Context: an optimization exercise on an open-source flow, tuned for small area, a short achievable clock period and few clock cycles. The choices shown serve that exercise and are no tape-out recipe.
For this run, only the layout was checked, not whether the RTL still works.
Power and IR drop assume default switching activity.

<file path="design/flow/run.sh">
#!/bin/bash
# synth_recipe.tcl (not shown) runs the flow's synth.tcl, then flattens the netlist and writes it again
# the make line also repeats each setting of config.mk as NAME=value (left out here)
make -C /OpenROAD-flow-scripts/flow DESIGN_CONFIG=/design/flow/config.mk WORK_HOME=/design/flow/orfs CLKGATE_MAP_FILE= SYNTH_SCRIPT=/design/flow/synth_recipe.tcl finish
</file>
<file path="design/flow/design.v">
module ccore (
    input  wire        clk,
    input  wire        rst,       
    input  wire        we,        
    input  wire [9:0]  addr,      
    input  wire [31:0] wdata,     
    output reg  [31:0] rdata      
);
    localparam W = 32;
    localparam [9:0] A_VAL  = 10'h000, A_LEN = 10'h001, B_VAL = 10'h002,
                     B_LEN  = 10'h003, N_REG = 10'h004, I_REG = 10'h005,
                     CMD    = 10'h008, STAT  = 10'h009, CFG   = 10'h00A,
                     Q_REG  = 10'h010, R_REG = 10'h011, CW_VAL = 10'h012,
                     CW_LEN = 10'h013, T_LEN = 10'h014;
    localparam [3:0] OP_NOP = 4'd0, OP_BLEN = 4'd1, OP_SLEN = 4'd2, OP_DIV = 4'd3,
                     OP_ENC = 4'd4, OP_ANLZ = 4'd5, OP_POPC = 4'd6, OP_BINOM = 4'd7;
    localparam [2:0] F_INVALID_DIVISOR = 3'd1, F_INVARIANT = 3'd2, F_OVERFLOW = 3'd3,
                     F_BAD_OPERAND = 3'd4, F_ILLEGAL_CMD = 3'd5;
    localparam [3:0] S_IDLE     = 4'd0,
                     S_EXEC     = 4'd1,    
                     S_GDIV     = 4'd2,    
                     S_AN_START = 4'd3,    
                     S_AN_ENUM  = 4'd4,    
                     S_AN_TAB   = 4'd5,    
                     S_AN_CO    = 4'd6,    
                     S_AN_NEXTC = 4'd7,    
                     S_BN_LOOP  = 4'd8,    
                     S_BN_WAIT  = 4'd9;    
    function [5:0] bitlen;
        input [31:0] v;
        integer k;
        begin
            bitlen = 6'd0;
            for (k = 0; k < 32; k = k + 1)
                if (v[k]) bitlen = k + 1;
        end
    endfunction
    function [5:0] popcount;
        input [31:0] v;
        integer k;
        begin
            popcount = 6'd0;
            for (k = 0; k < 32; k = k + 1)
                popcount = popcount + {5'd0, v[k]};
        end
    endfunction
    reg [31:0] a_val, b_val;
    reg [5:0]  a_len, b_len, n_r, i_r;
    reg [7:0]  cmd;
    reg        st_done, st_err, st_wrerr;
    reg [2:0]  st_code;
    reg [31:0] q_r, r_r, cw_val;
    reg [5:0]  cw_len;
    reg [6:0]  t_len;
    reg [33*32-1:0] t_comb;
    reg [33*32-1:0] t_no;
    reg [33*14-1:0] t_co;
    reg [3:0]  state;
    wire       busy = (state != S_IDLE);
    reg [31:0] dv_a, dv_b, win, qsh;
    reg [5:0]  dv_lb, cnt;
    reg [31:0] ev;           
    reg [5:0]  tj;           
    reg [31:0] bc;           
    reg [47:0] sd_quo;
    reg [31:0] sd_rem, sd_den;
    reg [5:0]  sd_cnt;
    wire [7:0] status = {1'b0, st_code, st_wrerr, st_err, st_done, busy};
    wire [5:0] t_idx = addr[7:2];
    always @* begin
        rdata = 32'd0;
        if (addr[9:8] == 2'b01) begin
            if (addr[7:2] <= 6'd32) begin
                case (addr[1:0])
                    2'd0: rdata = t_comb[t_idx*32 +: 32];
                    2'd1: rdata = t_no[t_idx*32 +: 32];
                    2'd2: rdata = {18'd0, t_co[t_idx*14 +: 14]};
                    default: rdata = 32'd0;
                endcase
            end
        end else begin
            case (addr)
                A_VAL:  rdata = a_val;
                A_LEN:  rdata = {26'd0, a_len};
                B_VAL:  rdata = b_val;
                B_LEN:  rdata = {26'd0, b_len};
                N_REG:  rdata = {26'd0, n_r};
                I_REG:  rdata = {26'd0, i_r};
                CMD:    rdata = {24'd0, cmd};
                STAT:   rdata = {24'd0, status};
                CFG:    rdata = W;
                Q_REG:  rdata = q_r;
                R_REG:  rdata = r_r;
                CW_VAL: rdata = cw_val;
                CW_LEN: rdata = {26'd0, cw_len};
                T_LEN:  rdata = {25'd0, t_len};
                default: rdata = 32'd0;
            endcase
        end
    end
    wire [3:0] op      = cmd[3:0];
    wire       illegal = (cmd[7:4] != 4'd0) || cmd[3];
    wire a_wf = (a_len <= 6'd32) && ((a_len == 6'd32) || ((a_val >> a_len) == 32'd0));
    wire b_wf = (b_len <= 6'd32) && ((b_len == 6'd32) || ((b_val >> b_len) == 32'd0));
    wire [6:0] enc_n = {1'b0, a_len} + {1'b0, b_len} - 7'd1;
    wire [31:0] enc_shifted = a_val << (b_len - 6'd1);
    reg [31:0] ld_x, ld_y;
    reg [31:0] ld_win;
    reg [5:0]  ld_lb, ld_cnt;
    reg [5:0]  ld_la;
    reg [6:0]  ld_i;
    always @* begin
        ld_la = bitlen(ld_x);
        ld_lb = bitlen(ld_y);
        ld_i  = {1'b0, ld_la} - {1'b0, ld_lb} + 7'd1;
        if (ld_la < ld_lb) begin
            ld_win = ld_x;
            ld_cnt = 6'd0;
        end else begin
            ld_win = (ld_i >= 7'd32) ? 32'd0 : (ld_x >> ld_i);
            ld_cnt = ld_i[5:0];
        end
    end
    always @* begin
        ld_x = a_val;
        ld_y = b_val;
        if (state == S_EXEC && op == OP_ENC)
            ld_x = enc_shifted;
        else if (state == S_AN_START)
            ld_x = a_val ^ 32'd1;
        else if (state == S_AN_ENUM)
            ld_x = a_val ^ (ev + 32'd1);
    end
    wire [5:0]  cnt_m1  = cnt - 6'd1;
    wire [31:0] dv_w    = {win[30:0], dv_a[cnt_m1[4:0]]};
    wire [5:0]  lb_m1   = dv_lb - 6'd1;
    wire        dv_hit  = dv_w[lb_m1[4:0]];
    wire [31:0] ev_last = (n_r >= 6'd32) ? 32'hFFFF_FFFF : ((32'd1 << n_r) - 32'd1);
    wire [32:0] sd_sh   = {sd_rem, sd_quo[47]};
    wire [33:0] sd_diff = {1'b0, sd_sh} - {2'b0, sd_den};
    wire [31:0] no_sel   = t_no[tj*32 +: 32];
    wire [45:0] co_num   = no_sel * 46'd10000;
    wire [37:0] bc_num   = bc * (n_r - tj);
    wire [5:0]  tj_p1    = tj + 6'd1;
    integer k;
    always @(posedge clk) begin
        if (rst) begin
            a_val <= 32'd0; b_val <= 32'd0;
            a_len <= 6'd0;  b_len <= 6'd0; n_r <= 6'd0; i_r <= 6'd0;
            cmd <= 8'd0;
            st_done <= 1'b0; st_err <= 1'b0; st_wrerr <= 1'b0; st_code <= 3'd0;
            q_r <= 32'd0; r_r <= 32'd0; cw_val <= 32'd0; cw_len <= 6'd0;
            t_len <= 7'd0;
            t_comb <= {33*32{1'b0}};
            t_no   <= {33*32{1'b0}};
            t_co   <= {33*14{1'b0}};
            state <= S_IDLE;
            dv_a <= 32'd0; dv_b <= 32'd0; win <= 32'd0; qsh <= 32'd0;
            dv_lb <= 6'd0; cnt <= 6'd0;
            ev <= 32'd0; tj <= 6'd0; bc <= 32'd0;
            sd_quo <= 48'd0; sd_rem <= 32'd0; sd_den <= 32'd0; sd_cnt <= 6'd0;
        end else begin
            if (we) begin
                if (busy) begin
                    st_wrerr <= 1'b1;
                end else begin
                    case (addr)
                        A_VAL: a_val <= wdata;
                        B_VAL: b_val <= wdata;
                        A_LEN: if (wdata < 32'd64) a_len <= wdata[5:0]; else st_wrerr <= 1'b1;
                        B_LEN: if (wdata < 32'd64) b_len <= wdata[5:0]; else st_wrerr <= 1'b1;
                        N_REG: if (wdata < 32'd64) n_r   <= wdata[5:0]; else st_wrerr <= 1'b1;
                        I_REG: if (wdata < 32'd64) i_r   <= wdata[5:0]; else st_wrerr <= 1'b1;
                        CMD: begin
                            if (wdata < 32'd256) begin
                                cmd      <= wdata[7:0];
                                st_done  <= 1'b0;
                                st_err   <= 1'b0;
                                st_code  <= 3'd0;
                                st_wrerr <= 1'b0;
                                state    <= S_EXEC;
                            end else begin
                                st_wrerr <= 1'b1;
                            end
                        end
                        default: st_wrerr <= 1'b1;
                    endcase
                end
            end
            if (sd_cnt != 6'd0) begin
                if (!sd_diff[33]) begin
                    sd_rem <= sd_diff[31:0];
                    sd_quo <= {sd_quo[46:0], 1'b1};
                end else begin
                    sd_rem <= sd_sh[31:0];
                    sd_quo <= {sd_quo[46:0], 1'b0};
                end
                sd_cnt <= sd_cnt - 6'd1;
            end
            case (state)
                S_IDLE: ;
                S_EXEC: begin
                    if (illegal) begin
                        fault(F_ILLEGAL_CMD);
                    end else begin
                        case (op)
                            OP_NOP:  complete();
                            OP_BLEN: begin r_r <= {26'd0, bitlen(a_val)}; complete(); end
                            OP_POPC: begin r_r <= {26'd0, popcount(a_val)}; complete(); end
                            OP_SLEN: begin
                                if (!a_wf) fault(F_BAD_OPERAND);
                                else begin r_r <= {26'd0, a_len}; complete(); end
                            end
                            OP_DIV: begin
                                if (b_val == 32'd0) fault(F_INVALID_DIVISOR);
                                else begin gdiv_load(); state <= S_GDIV; end
                            end
                            OP_ENC: begin
                                if (b_val == 32'd0)
                                    fault(F_INVALID_DIVISOR);
                                else if (!a_wf || !b_wf)
                                    fault(F_BAD_OPERAND);
                                else if (b_len < 6'd2 || !b_val[b_len[4:0] - 5'd1])
                                    fault(F_BAD_OPERAND);
                                else if (enc_n > 7'd32)
                                    fault(F_BAD_OPERAND);
                                else begin gdiv_load(); state <= S_GDIV; end
                            end
                            OP_ANLZ: begin
                                if (b_val == 32'd0)      fault(F_INVALID_DIVISOR);
                                else if (n_r > 6'd32)    fault(F_OVERFLOW);
                                else begin gdiv_load(); state <= S_GDIV; end
                            end
                            default: begin  
                                if (i_r > n_r)           fault(F_BAD_OPERAND);
                                else if (n_r > 6'd32)    fault(F_OVERFLOW);
                                else begin
                                    bc    <= 32'd1;
                                    tj    <= 6'd0;
                                    state <= S_BN_LOOP;
                                end
                            end
                        endcase
                    end
                end
                S_GDIV: begin
                    if (cnt != 6'd0) begin
                        gdiv_step();
                    end else begin
                        case (op)
                            OP_DIV: begin
                                q_r <= qsh;
                                r_r <= win;
                                complete();
                            end
                            OP_ENC: begin
                                q_r    <= qsh;
                                r_r    <= win;
                                cw_val <= dv_a | win;
                                cw_len <= enc_n[5:0];
                                complete();
                            end
                            default: begin  
                                if (win != 32'd0) fault(F_INVARIANT);
                                else state <= S_AN_START;
                            end
                        endcase
                    end
                end
                S_AN_START: begin
                    t_no <= {33*32{1'b0}};
                    ev   <= 32'd1;
                    tj   <= 6'd0;
                    bc   <= 32'd1;
                    if (n_r == 6'd0) begin
                        state <= S_AN_TAB;
                    end else begin
                        gdiv_load();
                        state <= S_AN_ENUM;
                    end
                end
                S_AN_ENUM: begin
                    if (cnt != 6'd0) begin
                        gdiv_step();
                    end else begin
                        if (win != 32'd0)
                            t_no[popcount(ev)*32 +: 32] <= t_no[popcount(ev)*32 +: 32] + 32'd1;
                        if (ev == ev_last) begin
                            state <= S_AN_TAB;
                        end else begin
                            ev <= ev + 32'd1;
                            gdiv_load();
                        end
                    end
                end
                S_AN_TAB: begin
                    if (tj > n_r) begin
                        t_comb[tj*32 +: 32] <= 32'd0;
                        t_co[tj*14 +: 14]   <= 14'd0;
                        if (tj == 6'd32) begin
                            t_len <= {1'b0, n_r} + 7'd1;
                            complete();
                        end else begin
                            tj <= tj_p1;
                        end
                    end else begin
                        t_comb[tj*32 +: 32] <= bc;
                        sd_start({2'b0, co_num}, bc);
                        state <= S_AN_CO;
                    end
                end
                S_AN_CO: begin
                    if (sd_cnt == 6'd0) begin
                        t_co[tj*14 +: 14] <= sd_quo[13:0];
                        if (tj < n_r) begin
                            sd_start({10'd0, bc_num}, {26'd0, tj_p1});
                            state <= S_AN_NEXTC;
                        end else if (tj == 6'd32) begin
                            t_len <= {1'b0, n_r} + 7'd1;
                            complete();
                        end else begin
                            tj    <= tj_p1;
                            state <= S_AN_TAB;
                        end
                    end
                end
                S_AN_NEXTC: begin
                    if (sd_cnt == 6'd0) begin
                        bc    <= sd_quo[31:0];
                        tj    <= tj_p1;
                        state <= S_AN_TAB;
                    end
                end
                S_BN_LOOP: begin
                    if (tj == i_r) begin
                        r_r <= bc;
                        complete();
                    end else begin
                        sd_start({10'd0, bc_num}, {26'd0, tj_p1});
                        state <= S_BN_WAIT;
                    end
                end
                S_BN_WAIT: begin
                    if (sd_cnt == 6'd0) begin
                        bc    <= sd_quo[31:0];
                        tj    <= tj_p1;
                        state <= S_BN_LOOP;
                    end
                end
                default: state <= S_IDLE;
            endcase
        end
    end
    task complete;
        begin
            st_done <= 1'b1;
            state   <= S_IDLE;
        end
    endtask
    task fault;
        input [2:0] code;
        begin
            st_done <= 1'b1;
            st_err  <= 1'b1;
            st_code <= code;
            state   <= S_IDLE;
        end
    endtask
    task gdiv_load;
        begin
            dv_a  <= ld_x;
            dv_b  <= ld_y;
            dv_lb <= ld_lb;
            win   <= ld_win;
            cnt   <= ld_cnt;
            qsh   <= 32'd0;
        end
    endtask
    task gdiv_step;
        begin
            if (dv_hit) begin
                qsh <= {qsh[30:0], 1'b1};
                win <= dv_w ^ dv_b;
            end else begin
                qsh <= {qsh[30:0], 1'b0};
                win <= dv_w;
            end
            cnt <= cnt_m1;
        end
    endtask
    task sd_start;
        input [47:0] num;
        input [31:0] den;
        begin
            sd_quo <= num;
            sd_rem <= 32'd0;
            sd_den <= den;
            sd_cnt <= 6'd48;
        end
    endtask
endmodule
</file>
<file path="design/flow/config.mk">
export PLATFORM = sky130hd
export DESIGN_NAME = ccore
export DESIGN_NICKNAME = ccore
export VERILOG_FILES = /design/flow/design.v
export SDC_FILE = /design/flow/constraint.sdc
export NUM_CORES = 8
export LEC_CHECK = 0
export CAP_MARGIN = 20
export CORE_MARGIN = 2
export CORE_UTILIZATION = 40
export SLEW_MARGIN = 20
</file>
<file path="design/flow/constraint.sdc">
create_clock -name core_clock -period 12.0 [get_ports {clk}]
set_input_delay 2.4000 -clock core_clock [delete_from_list [all_inputs] [get_ports {clk}]]
set_output_delay 2.4000 -clock core_clock [all_outputs]
set_load 0.01 [all_outputs]
</file>
==> impl_metrics.tcl <==
set metrics [dict create \
    status "finished clean" \
    antenna_left 0 \
    num-nets-final 21200 \
    hold_buffers 0 \
    worst_pin_slew_ps 1370 \
    cts_buffer_depth 4 \
    r2r_start "tj[3]" \
    synth_flop_cell "dfxtp_1" \
    grt_pass1_wl_mm 1320 \
    cts-buffers-inserted 356 \
    die_w_um 684 \
    grt_max_degree 219 \
    clock_skew_ps 80.2 \
    syn-cell-area_sq_mm 0.185 \
    crit_slowest_cell "dfxtp_1" \
    ctsResizeCount 0 \
    cts_tree "built" \
    setup_tns_ps 0 \
    syn_inst 21100 \
    met2_usage 0.540 \
    p_switching_mw 6.49 \
    gp_congestion 1.07 \
    worst-setup-path-type "flip-flop to flip-flop" \
    cts_sinks 3116 \
    grt_pass1_vias 167000 \
    critPathCaptureType "flip-flop" \
    slew_headroom 0.0759 \
    first_iter_violations 31100 \
    met3_usage 0.151 \
    area_growth_syn_to_layout_pct 11.3 \
    setup_viol 0 \
    power.density_mw_per_mm2 117 \
    final_cell_mix "nand2_1, dfxtp_1, a21oi_1, nor2_1, mux4_2" \
    synthArstFlopShare 0 \
    drcViolationCount 0 \
    grt_antenna_before_repair 77 \
    hpwl_mm 618 \
    detail_route.vias_per_cell 6.78 \
    final_common_cell "nand2_1" \
    min_period_ps 11100 \
    path_buf_inv 7 \
    p_leak_nw 69.9 \
    peakVddDrop_uv 149 \
    path_clk_slew_ps 60 \
    r2r_slack_ps 900 \
    wl_per_cell_um 35.4 \
    core_area_sq_mm 0.460 \
    crit_top_cell "fa_1" \
    grt.overflow.total 0 \
    seqPwrFrac 0.432 \
    startpoint "tj[3]" \
    yosysSeqAreaShare 0.337 \
    grt.busiest_layer "met2" \
    dr.pass1.iters 10 \
    std_cell_rows 249 \
    min_path_type "flip-flop to flip-flop" \
    fin_crit_sh 0.925 \
    placed_cells 26100 \
    cp_slowest_stage_delay_ps 660 \
    grtUsageTotal 0.391 \
    p_total_mw 24.2 \
    arrival_ps 12030 \
    die_h_um 684 \
    grtUsageMet1 0.478 \
    post_cts.repair.setup_buffers 0 \
    ys_ff_latch 3116 \
    final_util 0.447 \
    stdcell_count 26900 \
    hold_violations 0 \
    layout-drive-gt1-share 0.137 \
    num_vias 182000 \
    max-cap-violations 0 \
    timing.hold.ws_ps 450 \
    wirelength_mm 950 \
    die_area_sq_mm 0.468 \
    synthesis.nets 22000 \
    p_clk_frac 0.480 \
    swShare 0.269 \
    slew_violations 0 \
    synth_edf_count 0 \
    cts_max_level 5 \
    worstHoldStart "t_comb[889]" \
    p_int_mw 17.7 \
    rsz0062_at_grt "false" \
    comb_power_share 0.087 \
    startpoint_type "flip-flop" \
    crit_path_max_fanout 24 \
    synth.distinct_cells 104 \
    ys_warn_count 1 \
    required_ps 12930 \
    cts-root-buf "clkbuf_16" \
    io_buffers 76 \
    max_freq_mhz 90.1 \
    synth.avg_cell_area_sq_um 8.75 \
    start_util 0.402 \
    clock_latency_ps 1070 \
    cp_top_family "adder cells" \
    ios 77 \
]
-- final timing paths --
check	to	cells after the start
max	sd_quo[36]	31
min	t_comb[889]	2
max reg2reg	sd_quo[36]	31
min reg2reg	t_comb[889]	2
-- area by class of cell --
cell class / instances / area (sq um)
antenna: 89 / 223
clock buffer: 503 / 10300
clock inverter: 138 / 1830
fill: 44700 / 254000
inverter: 745 / 2810
multi-input combinational: 15300 / 114000
sequential: 3116 / 62400
tap: 6149 / 7690
timing repair buffer: 791 / 6750
-- tightest hold or removal path, stage by stage, from the launching register on --
cell and delay (ps):
dfxtp_1 300, nand2_1 50, a21oi_1 50
-- power by group through the flow --
stage	Sequential, mW	Clock (mW)	Combinational [mW]
floorplan	10.7	0	1.31
global route	10.4	12.0	2.19
detailed placement	10.7	0	2.01
finish	10.4	11.6	2.11
CTS	10.4	11.6	2.02
global placement	10.7	0	2.00
-- cell families after synthesis --
kind of cell | count (synthesis) | share of synthesized area
fa+ha+maj | 829 | 0.0749
simple gates | 7270 | 0.164
mux | 1713 | 0.169
xor+xnor | 290 | 0.0140
flops | 3116 | 0.337
buf+inv | 2669 | 0.0562
compound gates | 5245 | 0.184
-- metal layers --
metal | wire length [um] | up-vias
met1 | 336000 | 89000
met5 | 549 | -
met2 | 377000 | 14900
met4 | 95300 | 50
li1 | - | 74200
met3 | 141000 | 4043
-- cell usage after synthesis, types with 28 or more instances --
master     number  area share
clkbuf_1     1609       0.033
o21a_1         39      0.0016
ha_1          363       0.025
nand2_1      4359       0.088
inv_1         742       0.015
xor2_1         93      0.0044
and3_1         41      0.0014
o21ai_0       906       0.025
o22ai_1       106      0.0036
nor2_1       1477       0.030
o21ai_1        41      0.0011
a211oi_1      150      0.0061
or4_1          29      0.0012
mux4_2       1128        0.14
buf_2         117      0.0032
a21o_1         66      0.0027
nor3_1        237      0.0064
and2_0         29     0.00098
nor4_1         96      0.0032
nor2b_1        67      0.0023
o31ai_1        37      0.0015
a211o_1        28      0.0013
nand2b_1       52      0.0018
fa_1          465       0.050
nand4_1       117      0.0040
o221ai_1       28      0.0013
dfxtp_1      3116        0.34
a22o_1         59      0.0028
xnor2_1       193      0.0091
buf_1         165      0.0033
a21oi_1      1751       0.047
and2_1        175      0.0059
a32oi_1       107      0.0051
a31oi_1       153      0.0052
nand3_1       414       0.011
o211ai_1       84      0.0034
or3_1          49      0.0017
a221oi_1      144      0.0068
o21bai_1       30      0.0012
o2bb2ai_1     433       0.021
o2111ai_1      47      0.0022
mux2i_1       571       0.031
a22oi_1       685       0.028
a32o_1         92      0.0050
-- metrics by stage --
stage	worst slack, ps	cell area, sq um
6_report	897	206000
2_1_floorplan	507	185000
4_1_cts	931	205000
3_3_place_gp	1050	193000
5_1_grt	200	206000
3_5_place_dp	1050	193000
-- registers in the layout (all words and copies together), names as in the netlist, 48 cells and up --
signal / cells
t_no: 1056
t_comb: 1056
sd_quo: 48
t_co: 462

[afterwards: timing with drivers on the ports]
No port has a modelled driver above. Below, the same layout with a new extraction and two added sets of constraints.
Step 1 assumes that a clkbuf_16 drives the clock port and a buf_2 every other input.
Step 2 also shifts input and output timing later by t, the mid clock arrival at the registers, as if the neighbouring blocks saw the same clock.
Three values: ideal ports, drivers, drivers and shift; two values: the first two.
t (ns): 1.159
slack for setup (ns): 0.897 / 0.897 / 0.897
worst hold slack (ns): 0.450 / 0.450 / 0.450
worst setup path at the end: register to register
latest minus earliest clock arrival (ns): 0.083 / 0.083
After both steps setup and hold are still met in this run. The setup slack of this run moves by 0.000 ns with the drivers and by 0.000 ns with both steps.
